What follows belongs to an exercise in optimizing a design on an open flow for small area, a short achievable clock period and few clock cycles per item; a production flow would make more cautious choices.
The RTL was checked by simulation tests, not by an equivalence proof against the original design.

`flow/design.v`:
```
module fp64_mul (
    input  wire [63:0] a,
    input  wire [63:0] b,
    output reg  [63:0] y
);
    localparam [63:0] QNAN = 64'h7FF8000000000000;
    wire        sa = a[63];
    wire        sb = b[63];
    wire [10:0] ea = a[62:52];
    wire [10:0] eb = b[62:52];
    wire [51:0] fa = a[51:0];
    wire [51:0] fb = b[51:0];
    wire a_nan  = (ea == 11'h7FF) && (fa != 52'd0);
    wire b_nan  = (eb == 11'h7FF) && (fb != 52'd0);
    wire a_inf  = (ea == 11'h7FF) && (fa == 52'd0);
    wire b_inf  = (eb == 11'h7FF) && (fb == 52'd0);
    wire a_zero = (ea == 11'd0) && (fa == 52'd0);
    wire b_zero = (eb == 11'd0) && (fb == 52'd0);
    wire sy     = sa ^ sb;
    wire [52:0]  ma = {ea != 11'd0, fa};
    wire [52:0]  mb = {eb != 11'd0, fb};
    wire [11:0]  ea_eff = (ea == 11'd0) ? 12'd1 : {1'b0, ea};
    wire [11:0]  eb_eff = (eb == 11'd0) ? 12'd1 : {1'b0, eb};
    wire [105:0] prod = ma * mb;
    reg [6:0] lz;
    integer i;
    always @* begin
        lz = 7'd106;
        for (i = 0; i <= 105; i = i + 1)
            if (prod[i]) lz = 7'd105 - i[6:0];
    end
    wire [105:0] pnorm = prod << lz;
    wire signed [13:0] be = $signed({2'b00, ea_eff}) + $signed({2'b00, eb_eff})
                          - $signed({7'd0, lz}) - 14'sd1022;
    wire         sub   = (be <= 14'sd0);
    wire [13:0]  sh_w  = 14'sd1 - be;
    wire [7:0]   sh    = sub ? ((sh_w > 14'd127) ? 8'd127 : sh_w[7:0]) : 8'd0;
    wire [105:0] shmask  = ~({106{1'b1}} << sh);
    wire         lost    = |(pnorm & shmask);
    wire [105:0] pden  = pnorm >> sh;
    wire [10:0]  exp_f = sub ? 11'd0 : be[10:0];
    wire [62:0]  pk = {exp_f, pden[104:53]};
    wire         guard  = pden[52];
    wire         sticky = (|pden[51:0]) | lost;
    wire         inc    = guard & (sticky | pden[53]);
    wire [62:0]  rounded = pk + {62'd0, inc};
    wire         ovf    = !sub && (be >= 14'sd2047);
    always @* begin
        if (a_nan || b_nan || (a_inf && b_zero) || (a_zero && b_inf))
            y = QNAN;
        else if (a_inf || b_inf)
            y = {sy, 11'h7FF, 52'd0};
        else if (a_zero || b_zero)
            y = {sy, 63'd0};
        else if (ovf)
            y = {sy, 11'h7FF, 52'd0};
        else
            y = {sy, rounded};
    end
endmodule
module fp64_add (
    input  wire [63:0] a,
    input  wire [63:0] b,
    output reg  [63:0] y
);
    localparam [63:0] QNAN = 64'h7FF8000000000000;
    wire a_nan = (a[62:52] == 11'h7FF) && (a[51:0] != 52'd0);
    wire b_nan = (b[62:52] == 11'h7FF) && (b[51:0] != 52'd0);
    wire a_inf = (a[62:52] == 11'h7FF) && (a[51:0] == 52'd0);
    wire b_inf = (b[62:52] == 11'h7FF) && (b[51:0] == 52'd0);
    wire        swap = (b[62:0] > a[62:0]);
    wire [63:0] x = swap ? b : a;
    wire [63:0] z = swap ? a : b;
    wire [10:0] ex = x[62:52];
    wire [10:0] ez = z[62:52];
    wire [10:0] ex_eff = (ex == 11'd0) ? 11'd1 : ex;
    wire [10:0] ez_eff = (ez == 11'd0) ? 11'd1 : ez;
    wire [10:0] d = ex_eff - ez_eff;
    wire [55:0] mx = {ex != 11'd0, x[51:0], 3'b000};
    wire [55:0] mz = {ez != 11'd0, z[51:0], 3'b000};
    wire [6:0]  dsh     = (d > 11'd63) ? 7'd63 : d[6:0];
    wire [55:0] zmask   = ~({56{1'b1}} << dsh);
    wire        zlost   = |(mz & zmask);
    wire [55:0] mz_sh   = (mz >> dsh) | {55'd0, zlost};
    wire        eff_sub = x[63] ^ z[63];
    wire [56:0] sum     = eff_sub ? ({1'b0, mx} - {1'b0, mz_sh})
                                  : ({1'b0, mx} + {1'b0, mz_sh});
    reg [6:0] lz;
    integer i;
    always @* begin
        lz = 7'd57;
        for (i = 0; i <= 56; i = i + 1)
            if (sum[i]) lz = 7'd56 - i[6:0];
    end
    wire [6:0]  lzm1 = lz - 7'd1;
    wire [10:0] lim  = ex_eff - 11'd1;
    wire [6:0]  lsh  = ({4'd0, lzm1} < lim) ? lzm1 : lim[6:0];
    reg [55:0] norm;
    reg [11:0] exp_r;
    always @* begin
        if (sum[56]) begin
            norm  = sum[56:1] | {55'd0, sum[0]};
            exp_r = {1'b0, ex_eff} + 12'd1;
        end else begin
            norm  = sum[55:0] << lsh;
            exp_r = {1'b0, ex_eff} - {5'd0, lsh};
        end
    end
    wire [10:0] exp_f   = norm[55] ? exp_r[10:0] : 11'd0;
    wire [62:0] pk  = {exp_f, norm[54:3]};
    wire        inc     = norm[2] & (norm[1] | norm[0] | norm[3]);
    wire [62:0] rounded = pk + {62'd0, inc};
    wire        ovf     = (exp_r >= 12'd2047);
    always @* begin
        if (a_nan || b_nan || (a_inf && b_inf && (a[63] != b[63])))
            y = QNAN;
        else if (a_inf)
            y = a;
        else if (b_inf)
            y = b;
        else if (sum == 57'd0)
            y = {eff_sub ? 1'b0 : x[63], 63'd0};
        else if (ovf)
            y = {x[63], 11'h7FF, 52'd0};
        else
            y = {x[63], rounded};
    end
endmodule
module fftb_bfly (
    input  wire        clk,
    input  wire        rst,         
    input  wire        in_valid,
    output wire        in_ready,
    input  wire [63:0] e_re,
    input  wire [63:0] e_im,
    input  wire [63:0] o_re,
    input  wire [63:0] o_im,
    input  wire [63:0] w_re,
    input  wire [63:0] w_im,
    output wire        out_valid,
    output wire [63:0] hi_re,
    output wire [63:0] hi_im,
    output wire [63:0] lo_re,
    output wire [63:0] lo_im
);
    localparam [3:0] S_IDLE = 4'd0,
                     S_AC   = 4'd1,    
                     S_BD   = 4'd2,    
                     S_AD   = 4'd3,    
                     S_BC   = 4'd4,    
                     S_TRE  = 4'd5,    
                     S_TIM  = 4'd6,    
                     S_HRE  = 4'd7,    
                     S_LRE  = 4'd8,    
                     S_HIM  = 4'd9,    
                     S_LIM  = 4'd10,   
                     S_DONE = 4'd11;
    reg [3:0]  state;
    reg [63:0] r_e_re, r_e_im, r_o_re, r_o_im, r_w_re, r_w_im;
    reg [63:0] p0, p1, p2, p3, t_re, t_im;
    reg [63:0] r_hi_re, r_hi_im, r_lo_re, r_lo_im;
    reg  [63:0] mul_a, mul_b;
    wire [63:0] mul_y;
    always @* begin
        case (state)
            S_AC:    begin mul_a = r_w_re; mul_b = r_o_re; end
            S_BD:    begin mul_a = r_w_im; mul_b = r_o_im; end
            S_AD:    begin mul_a = r_w_re; mul_b = r_o_im; end
            default: begin mul_a = r_w_im; mul_b = r_o_re; end
        endcase
    end
    fp64_mul u_mul (.a(mul_a), .b(mul_b), .y(mul_y));
    reg  [63:0] add_a, add_b;
    reg         add_neg;
    wire [63:0] add_y;
    always @* begin
        add_neg = 1'b0;
        case (state)
            S_TRE:   begin add_a = p0;     add_b = p1;   add_neg = 1'b1; end
            S_TIM:   begin add_a = p2;     add_b = p3;                   end
            S_HRE:   begin add_a = r_e_re; add_b = t_re;                 end
            S_LRE:   begin add_a = r_e_re; add_b = t_re; add_neg = 1'b1; end
            S_HIM:   begin add_a = r_e_im; add_b = t_im;                 end
            default: begin add_a = r_e_im; add_b = t_im; add_neg = 1'b1; end
        endcase
    end
    fp64_add u_add (.a(add_a), .b({add_b[63] ^ add_neg, add_b[62:0]}), .y(add_y));
    always @(posedge clk) begin
        if (rst) begin
            state <= S_IDLE;
        end else begin
            case (state)
                S_IDLE: if (in_valid) begin
                    r_e_re <= e_re;  r_e_im <= e_im;
                    r_o_re <= o_re;  r_o_im <= o_im;
                    r_w_re <= w_re;  r_w_im <= w_im;
                    state  <= S_AC;
                end
                S_AC:   begin p0      <= mul_y; state <= S_BD;   end
                S_BD:   begin p1      <= mul_y; state <= S_AD;   end
                S_AD:   begin p2      <= mul_y; state <= S_BC;   end
                S_BC:   begin p3      <= mul_y; state <= S_TRE;  end
                S_TRE:  begin t_re    <= add_y; state <= S_TIM;  end
                S_TIM:  begin t_im    <= add_y; state <= S_HRE;  end
                S_HRE:  begin r_hi_re <= add_y; state <= S_LRE;  end
                S_LRE:  begin r_lo_re <= add_y; state <= S_HIM;  end
                S_HIM:  begin r_hi_im <= add_y; state <= S_LIM;  end
                S_LIM:  begin r_lo_im <= add_y; state <= S_DONE; end
                default: state <= S_IDLE;
            endcase
        end
    end
    assign in_ready  = (state == S_IDLE);
    assign out_valid = (state == S_DONE);
    assign hi_re = r_hi_re;
    assign hi_im = r_hi_im;
    assign lo_re = r_lo_re;
    assign lo_im = r_lo_im;
endmodule
```
`flow/run.sh`:
```
#!/bin/bash
# synth_recipe.tcl (not shown) runs the flow's synth.tcl, then flattens the netlist and writes it again
# the make line also repeats each setting of config.mk as NAME=value (left out here)
make -C /OpenROAD-flow-scripts/flow DESIGN_CONFIG=/design/flow/config.mk WORK_HOME=/design/flow/orfs CLKGATE_MAP_FILE= SYNTH_SCRIPT=/design/flow/synth_recipe.tcl finish
```
`flow/constraint.sdc`:
```
create_clock -name core_clock -period 28.0 [get_ports {clk}]
set_input_delay 5.6000 -clock core_clock [delete_from_list [all_inputs] [get_ports {clk}]]
set_output_delay 5.6000 -clock core_clock [all_outputs]
set_load 0.01 [all_outputs]
```
`flow/config.mk`:
```
export PLATFORM = sky130hd
export DESIGN_NAME = fftb_bfly
export DESIGN_NICKNAME = fftb_bfly
export VERILOG_FILES = /design/flow/design.v
export SDC_FILE = /design/flow/constraint.sdc
export NUM_CORES = 4
export LEC_CHECK = 0
export CAP_MARGIN = 20
export CORE_MARGIN = 2
export CORE_UTILIZATION = 35
export PLACE_DENSITY = 0.42
export SLEW_MARGIN = 20
```
==> run summary <==
## metal layers
metal | global-route usage (%) | wire, um | vias to the layer above
met5 | 0 | 225 | -
met4 | 15.7 | 50900 | 34
met3 | 8.31 | 87800 | 1790
met2 | 59.2 | 431000 | 8462
met1 | 51.5 | 409000 | 86024
li1 | - | - | 68368
## kinds of logic after synthesis
| logic type | Yosys count |
|---|---|
| and+or+nand+nor | 6658 |
| buffers and inverters | 3976 |
| AOI/OAI and AO/OA | 3902 |
| adders and majority gates | 3323 |
| DFF | 1028 |
| muxes | 754 |
| xor gates and xnor gates | 310 |
## per-stage QoR
| step | util (%) | hold slack, ns | instances |
|---|---|---|---|
| after global routing | 39.8 | 0.846 | 27031 |
| after floorplan | - | 0.716 | 19951 |
| after global placement | 38.9 | 0.788 | 26779 |
| after detailed placement | 38.9 | 0.796 | 26783 |
| after CTS | 39.8 | 0.800 | 27008 |
| final | 39.8 | 0.811 | 27056 |
## layout make-up
class / instances / area share, %
clock buffers: 140 / 1.60
diodes: 35 / 0.0445
well taps: 6630 / 4.22
multi-input cells: 14950 / 66.1
flip-flops and latches: 1028 / 15.7
clock inverters: 85 / 0.520
repair buffers: 1513 / 6.75
inverters: 2675 / 5.11
## worst min-delay path, delay by kind of cell, from the launching register on
family	cells	cell delay, ns
AOI/OAI and AO/OA	1	0.12
and+or+nand+nor	1	0.07
buffers and inverters	1	0.32
DFF	1	0.31
## synthesized netlist by cell type (57+ instances only)
library cell / count
sky130_fd_sc_hd__nor2_1: 3126
sky130_fd_sc_hd__inv_1: 2668
sky130_fd_sc_hd__fa_1: 2607
sky130_fd_sc_hd__nand2_1: 1684
sky130_fd_sc_hd__edfxtp_1: 1024
sky130_fd_sc_hd__clkbuf_1: 1012
sky130_fd_sc_hd__a21oi_1: 844
sky130_fd_sc_hd__ha_1: 716
sky130_fd_sc_hd__o21ai_0: 688
sky130_fd_sc_hd__mux2i_1: 551
sky130_fd_sc_hd__nand3_1: 384
sky130_fd_sc_hd__nor3_1: 370
sky130_fd_sc_hd__a211oi_1: 237
sky130_fd_sc_hd__o211ai_1: 218
sky130_fd_sc_hd__xnor2_1: 203
sky130_fd_sc_hd__nor4_1: 196
sky130_fd_sc_hd__nand4_1: 194
sky130_fd_sc_hd__mux2_2: 187
sky130_fd_sc_hd__buf_1: 181
sky130_fd_sc_hd__a21o_1: 151
sky130_fd_sc_hd__o22ai_1: 141
sky130_fd_sc_hd__a22oi_1: 139
sky130_fd_sc_hd__a31oi_1: 123
sky130_fd_sc_hd__or3_1: 108
sky130_fd_sc_hd__xor2_1: 104
sky130_fd_sc_hd__o21a_1: 102
sky130_fd_sc_hd__a222oi_1: 92
sky130_fd_sc_hd__nand2b_1: 90
sky130_fd_sc_hd__a221oi_1: 89
sky130_fd_sc_hd__and2_1: 86
sky130_fd_sc_hd__o31ai_1: 83
sky130_fd_sc_hd__or2_2: 82
sky130_fd_sc_hd__and3_1: 80
sky130_fd_sc_hd__buf_2: 77
sky130_fd_sc_hd__o2111ai_1: 73
sky130_fd_sc_hd__o21bai_1: 73
sky130_fd_sc_hd__a2111oi_0: 67
sky130_fd_sc_hd__o221ai_1: 65
sky130_fd_sc_hd__a32oi_1: 57
## what timing repair did
item / in CTS / in global routing
hold endpoints to repair: 0 / 0
setup endpoints to repair: 0 / 177
hold buffers: 0 / 0
setup buffers: 0 / 6
resized for setup: 0 / 4
## sequential cells by signal (all words and copies together), names as in the netlist
signal / cells
r_e_re: 64
r_hi_im: 64
state: 4
r_e_im: 64
p3: 64
r_lo_im: 64
p2: 64
r_w_im: 64
t_re: 64
p1: 64
r_w_re: 64
r_hi_re: 64
t_im: 64
r_o_re: 64
r_lo_re: 64
p0: 64
r_o_im: 64
## worst max-delay path by stage
stage | endpoint | depth (start not counted)
after floorplan | p0[58]$_DFFE_PP_ | 87
after global placement | p3[33]$_DFFE_PP_ | 71
after detailed placement | r_lo_im[31]$_DFFE_PP_ | 88
after CTS | t_re[49]$_DFFE_PP_ | 87
after global routing | r_hi_im[31]$_DFFE_PP_ | 88
final | r_hi_im[31]$_DFFE_PP_ | 84
==> run summary <==
Synth:
- A synthesized cell averages 8.72 sq um.
- After Yosys synthesis, full adders, half adders and majority gates account for between 30% and 40% of the synthesized area.
- The count of yosys warnings during synthesis is 3.
- The fraction of post-synthesis cell area in the top cell type by area is a little under a third.
- By area, the combinational part of the netlist is dominated by adder cells.
- The top cell type by total area after synthesis is sky130_fd_sc_hd__fa_1.
- The synthesized netlist devotes between 10% and 20% of its cell area to compound gates.
- Synthesis inferred 1,028 register bits.
- The top flip-flop cell by instance count after synthesis is sky130_fd_sc_hd__edfxtp_1.
- Of all flip-flops after synthesis, the portion carrying an async set or reset was 0%.
- The XOR/XNOR share of the synthesized area is 1.59%.
- The cell area that synthesis handed to floorplanning was 174,000 sq um.
- The fraction of synthesized area in multiplexers is about 4.6%.
- The count of different cell masters after synthesis is ~130.
- The number of nets in the synthesized netlist is between 20,000 and 25,000.
- The synthesized instance count is between 15,000 and 20,000.
- Of the synthesized area, sequential elements account for between 10% and 20%.
- After synthesis, the cell types taking the most area are sky130_fd_sc_hd__fa_1, sky130_fd_sc_hd__edfxtp_1, sky130_fd_sc_hd__nor2_1.
- The number of synthesized flops with an enable pin is 1,024.
- Summing the areas of all and, or, nand and nor instances in the mapped netlist gives approximately 17% of the synthesized area.

Final layout:
- Cells with a size suffix above 1 make up under 10% of the layout.
- The area used by multi-input combinational logic is ~130,000 sq um.
- The design area is around 200,000 sq um.
- Leaving out fill and tap cells, the most frequent cells in the layout are sky130_fd_sc_hd__nor2_1, sky130_fd_sc_hd__inv_1, sky130_fd_sc_hd__fa_1.
- From synthesis to final layout, the design area changed by 13.1%.
- The layout has a little over 50,000 filler cells.
- The layout net count is 24,001.
- Leaving out fill and tap cells, the most frequent cell in the layout is sky130_fd_sc_hd__nor2_1.
- The register cell area after layout is 30,800 sq um.

Die:
- In this run the horizontal extent of the chip is approximately 700 um.
- The die covers a little over 500,000 sq um.
- After floorplanning, the core was sized to cover slightly below 500,000 sq um.
- The starting utilization of the core area is between 30% and 40%.
- The die height is 709 um.
- After floorplanning, the core was divided into about 260 placement rows.
- The number of top-level pins is between 600 and 700.

Timing:
- The max-slew violation total from the final report was 0.
- For this run, the top clock speed supported by timing is around 0.037 GHz.
- The worst path uses between 90% and 100% of the clock period.
- The post-route worst setup slack is about 1.1 ns.
- The aggregate negative setup slack is 0 ns.
- Measured against its own limit, the worst slew margin works out to 6.50%.
- At the pin with the least slew margin, the transition time is 1.39 ns.
- The final number of setup-violating endpoints is 0.
- The minimum clock period is around 27 ns.
- On the final layout, the worst clock skew is approximately 0.076 ns.
- Setup repair after global routing left no endpoint under its margin.
- The number of hold violations in the final report is 0.

Place:
- The weighted congestion at the end of routability-driven global placement is around 1.0.
- The placed instances occupy a cell area of roughly 190,000 sq um.
- The count of input and output buffers is between 600 and 700.
- After legalization and detailed placement, the total HPWL measured between 700,000 and 800,000 um.
- Timing analysis after detailed placement gives a worst setup slack of between 1 and 1.5 ns.

Clock tree:
- The clock root buffer is sky130_fd_sc_hd__clkbuf_16.
- The clock latency at the later pin of the worst-skew pair is 0.95 ns.
- TritonCTS built the clock tree.
- The buffer levels on the longest clock path is 4.
- The clock-pin slew reported for the worst setup and hold paths after clock tree synthesis is roughly 0.070 ns.
- In this run the number of H-tree levels came out at 3.
- The number of CTS-inserted buffers is about 120.
- The TritonCTS sink count is ~1,000.

Worst setup path:
- The endpoint identified for the worst register-to-register timing path is r_hi_im[31]$_DFFE_PP_.
- The most common cell type on the critical path is sky130_fd_sc_hd__a21oi_1.
- STA classifies the critical path endpoint as a flop.
- The biggest fanout along the worst timing path is 55.
- The launching element type of the critical path is a flop.
- For this design, the slowest cell found on the critical path is sky130_fd_sc_hd__a222oi_1.
- In this run the worst setup path begins at state[0]$_SDFFE_PP0P_.
- The number of buffer and inverter stages on the critical path is 8.
- The start-to-end type of the worst setup path is flop to flop.
- At the worst endpoint, the arrival time is 27.58 ns.
- The minimum setup slack among reg-to-reg paths is 1.12 ns.
- The number of cells traversed by the worst register-to-register path is 84.
- The cell family contributing the most delay on the critical path is compound AO/OA/AOI/OAI gates.
- The launch point of the worst reg-to-reg path is state[0]$_SDFFE_PP0P_.
- For this run, the slowest stage of the critical path takes ~1.1 ns.
- The required time of the worst setup path is 28.70 ns.

Route:
- The first-iteration detailed-routing DRC count is between 20,000 and 25,000.
- Summed over all layers, the routed wires come to 979,000 um.
- The count of antenna-violating nets left after detailed routing is 0.
- The detail-routed via count per cell is 6.09.
- Across all layers, the routed design uses about 160k vias.
- Dividing the detail-routed wire length by the instance count gives roughly 36 um.
- The DRC violation count after routing is 0.
- The pre-antenna-repair detailed-routing pass consisted of 9 iterations.

Global route:
- The overall overflow remaining after global route is 0.
- The number of global-route vias before repair was 163,217.
- The number of antenna violations at the first check in global routing was 68.
- Global routing consumed, over all layers together, around two fifths of the routing resources.
- Entering global routing, the biggest net connects 144 pins.
- The wire length of the first global-routing pass is roughly 1,300,000 um.

Run:
- The max-capacitance violation count is 0.

Hold path:
- Counting instances, the worst hold path has a depth of 3.
- The path class of the tightest hold or removal check is flop to flop.
- The path with the worst hold slack has its endpoint at state[0]$_SDFFE_PP0P_.
- The start point of the worst hold path is state[2]$_SDFFE_PP0P_.

Outcome:
- The flow ran to the end and the layout has no timing, DRC or antenna violations.
Testbench counts, summed over its fixed seeds: cycles 96,000, items 8,000.

what the ideal ports hide:
No port has a modelled driver above. Below, the same layout with a new extraction and two added sets of constraints.
Step 1, drivers: a clkbuf_16 drives clk and a buf_2 each remaining input, both assumed.
Step 2, shift: input delay + t, output delay - t, t = (earliest + latest rising clock arrival at the registers) / 2. This alone moves slack from input paths to output paths.
Slacks: no drivers / after step 1 / after step 2; pairs: no drivers / after step 1.
t, ns: 1.047
setup slack, ns: 1.118 / 1.118 / 1.118
worst setup path at the end: register to register
worst register clock-pin slew, ns: 0.07 / 0.07
worst slew at a driven data input, ns: 0.38
After both steps this run still meets setup and hold. For this run, drivers alone change the setup slack by 0.000 ns; drivers and shift together by 0.000 ns.
